Source: an optimization exercise on an open RTL-to-GDS flow (aim: small area, a short achievable clock period and few clock cycles). Production flows keep margins and buffers that such runs may drop. RTL that was checked went through simulation tests only; none was proved equivalent to the original. Power figures rest on the tool's default switching activity, not on a simulated workload.

## fdrd_stream
module fdrd_stream (
    input  wire        clk,
    input  wire        rst,             
    input  wire        start,
    input  wire [11:0] frame_len,
    output wire        start_ready,
    input  wire        in_valid,
    input  wire [7:0]  in_data,
    output wire        in_ready,
    output reg         rec_valid,
    output wire [63:0] rec_ts,
    output wire [7:0]  rec_prio,
    output wire [31:0] rec_lon,
    output wire [31:0] rec_lat,
    output wire [15:0] rec_alt,
    output wire [15:0] rec_angle,
    output wire [7:0]  rec_sats,
    output wire [15:0] rec_speed,
    output wire [15:0] rec_event_io,
    output wire [15:0] rec_total_io,
    output wire [15:0] rec_cnt_1b,
    output wire [15:0] rec_cnt_2b,
    output wire [15:0] rec_cnt_4b,
    output wire [15:0] rec_cnt_8b,
    output wire [15:0] rec_cnt_nx,
    output wire [9:0]  rec_elem_first,
    output wire [10:0] rec_off,
    output wire [10:0] rec_len,
    output reg         elem_valid,
    output wire [15:0] elem_id,
    output wire [2:0]  elem_kind,
    output wire [7:0]  elem_rec,
    output wire [15:0] elem_vlen,
    output wire [10:0] elem_voff,
    output wire [63:0] elem_val,
    output reg         done,
    output reg  [2:0]  result,
    output wire [7:0]  anomaly,
    output wire [15:0] crc_calc,
    output wire [7:0]  ack,
    output wire [7:0]  rec_count,
    output wire [9:0]  elem_count,
    output wire [10:0] err_pos
);
Size: roughly 540 flip-flops.
export LEC_CHECK = 0
export CAP_MARGIN = 20
export CORE_MARGIN = 2
export CORE_UTILIZATION = 55
export SLEW_MARGIN = 20
create_clock -name core_clock -period 11.0 [get_ports {clk}]
standard.sh (not shown) runs the stock make flow with config.mk's settings and CLKGATE_MAP_FILE= SYNTH_SCRIPT=/design/flow/synth_recipe.tcl, a recipe that flattens the netlist after the stock synthesis.
==> flow/flow/run.sh <==
#!/bin/bash
# Standard ORFS layout (unchanged synthesis, SDC and clock) with:
#  - timing repair aimed at a larger setup slack margin, so it keeps working
#    below the 11 ns clock;
#  - port buffers of the smallest buffer cell (every port is still buffered);
#  - a clock tree of clkbuf_16 with larger sink clusters and no dummy loads.
set -euo pipefail
CTS="-sink_clustering_enable -repair_clock_nets -sink_clustering_size 26 -sink_clustering_max_diameter 100 -buf_list sky130_fd_sc_hd__clkbuf_16 -dont_use_dummy_load"
bash standard.sh SETUP_SLACK_MARGIN=7.5 \
  "BUFFER_PORTS_ARGS=-buffer_cell sky130_fd_sc_hd__buf_1" \
  "CTS_ARGS=$CTS" finish > make_finish.log 2>&1
Edit:
--- a/flow/design.v
+++ b/flow/design.v
@@ -70,26 +70,40 @@
         end
     endfunction
     reg        idle;          
     reg        inr;           
     reg        st_tk;         
     reg [11:0] rc;            
     reg        tk;            
     reg [7:0]  db;            
     reg        dbz;           
+    reg        lt1, lt2, lt4, lt8, lt26;
     assign start_ready = idle;
     assign in_ready    = inr;
     wire take    = in_valid && inr;
     wire st_take = start && idle;
     wire len_ok  = (frame_len >= 12'd15) && (frame_len <= 12'd2048);
     always @(posedge clk) begin
         db  <= in_data;
         dbz <= (in_data == 8'd0);
+        if (tk) begin
+            lt1  <= (rc < 12'd2);
+            lt2  <= (rc < 12'd3);
+            lt4  <= (rc < 12'd5);
+            lt8  <= (rc < 12'd9);
+            lt26 <= (rc < 12'd27);
+        end else begin
+            lt1  <= (rc < 12'd1);
+            lt2  <= (rc < 12'd2);
+            lt4  <= (rc < 12'd4);
+            lt8  <= (rc < 12'd8);
+            lt26 <= (rc < 12'd26);
+        end
         if (rst) begin
             inr <= 1'b0;
             tk  <= 1'b0;
         end else begin
             tk <= take;
             if (st_take) begin
                 rc  <= frame_len;
                 inr <= len_ok;
             end else begin
@@ -123,25 +137,18 @@
     reg [10:0]  rlen;
     reg [15:0]  id;
     reg [10:0]  nxlen;
     reg         nxbig;
     reg [10:0]  voff;
     reg [63:0]  acc;
     wire        cdc_ok  = is8 || is8e;
     wire        body    = !rc[11] && rc != 12'd0;
     wire [10:0] pos_inc = pos + 11'd1;
-    wire hz5  = (rc[11:5] == 7'd0);
-    wire hz3  = hz5 && rc[4:3] == 2'd0;
-    wire lt1  = hz3 && rc[2:0] == 3'd0;
-    wire lt2  = hz3 && rc[2:1] == 2'd0;
-    wire lt4  = hz3 && !rc[2];
-    wire lt8  = hz3;
-    wire lt26 = hz5 && !(rc[4] && rc[3] && (rc[2] || rc[1]));
     reg fail;
     always @(*) begin
         fail = 1'b0;
         if (st[S_RH]) begin
             if (is8) begin
                 if (fcnt[4:0] == 5'd28) fail = lt26;
             end else begin
                 case (fcnt[4:0])
                     5'd28: fail = lt8;
=> The changed run completed without violations. Area after synthesis rose by 0.59%. Sequential power stays flat. Clock-buffer cell count goes up by 1. Critical path depth stays the same. Worst setup slack improves by 0.060 ns. Final cell count came out higher by 0.63%. Clock skew fell by 0.028 ns. Power is about the same. Routed wire length decreases by 1.5%. Synthesized cell count rose by 1.1%. Cell area barely changes.
Testbench counts after the change, summed over its fixed seeds: cycles 92,202.
Only the layout flow was run in the first run of this note; the RTL was not checked for function there.

[what the ideal ports hide]
Ports are ideal in the flow. The routed layouts listed here were re-timed in OpenROAD. Step 1 assumes that a clkbuf_16 drives the clock port and a buf_2 every other input. Step 2 times the ports against the registers' clock, not the clock port: input delays grow and output delays shrink by t, the midpoint of the rising clock arrivals with the driver on. Slacks: ideal ports / drivers / drivers and shift; pairs: ideal ports / drivers.
run	t, ns	setup slack, ns	worst setup path at the end	latest minus earliest clock arrival (ns)	worst register clock-pin slew, ns
the first run	0.621	7.453 / 7.397 / 7.216	input to register	0.097 / 0.097	0.12 / 0.12
the second run	0.623	7.513 / 7.455 / 7.324	input to register	0.072 / 0.072	0.12 / 0.12
After both steps setup and hold are still met in every run listed. For the first run, which loses most, drivers alone change the setup slack by -0.056 ns; drivers and shift together by -0.237 ns.
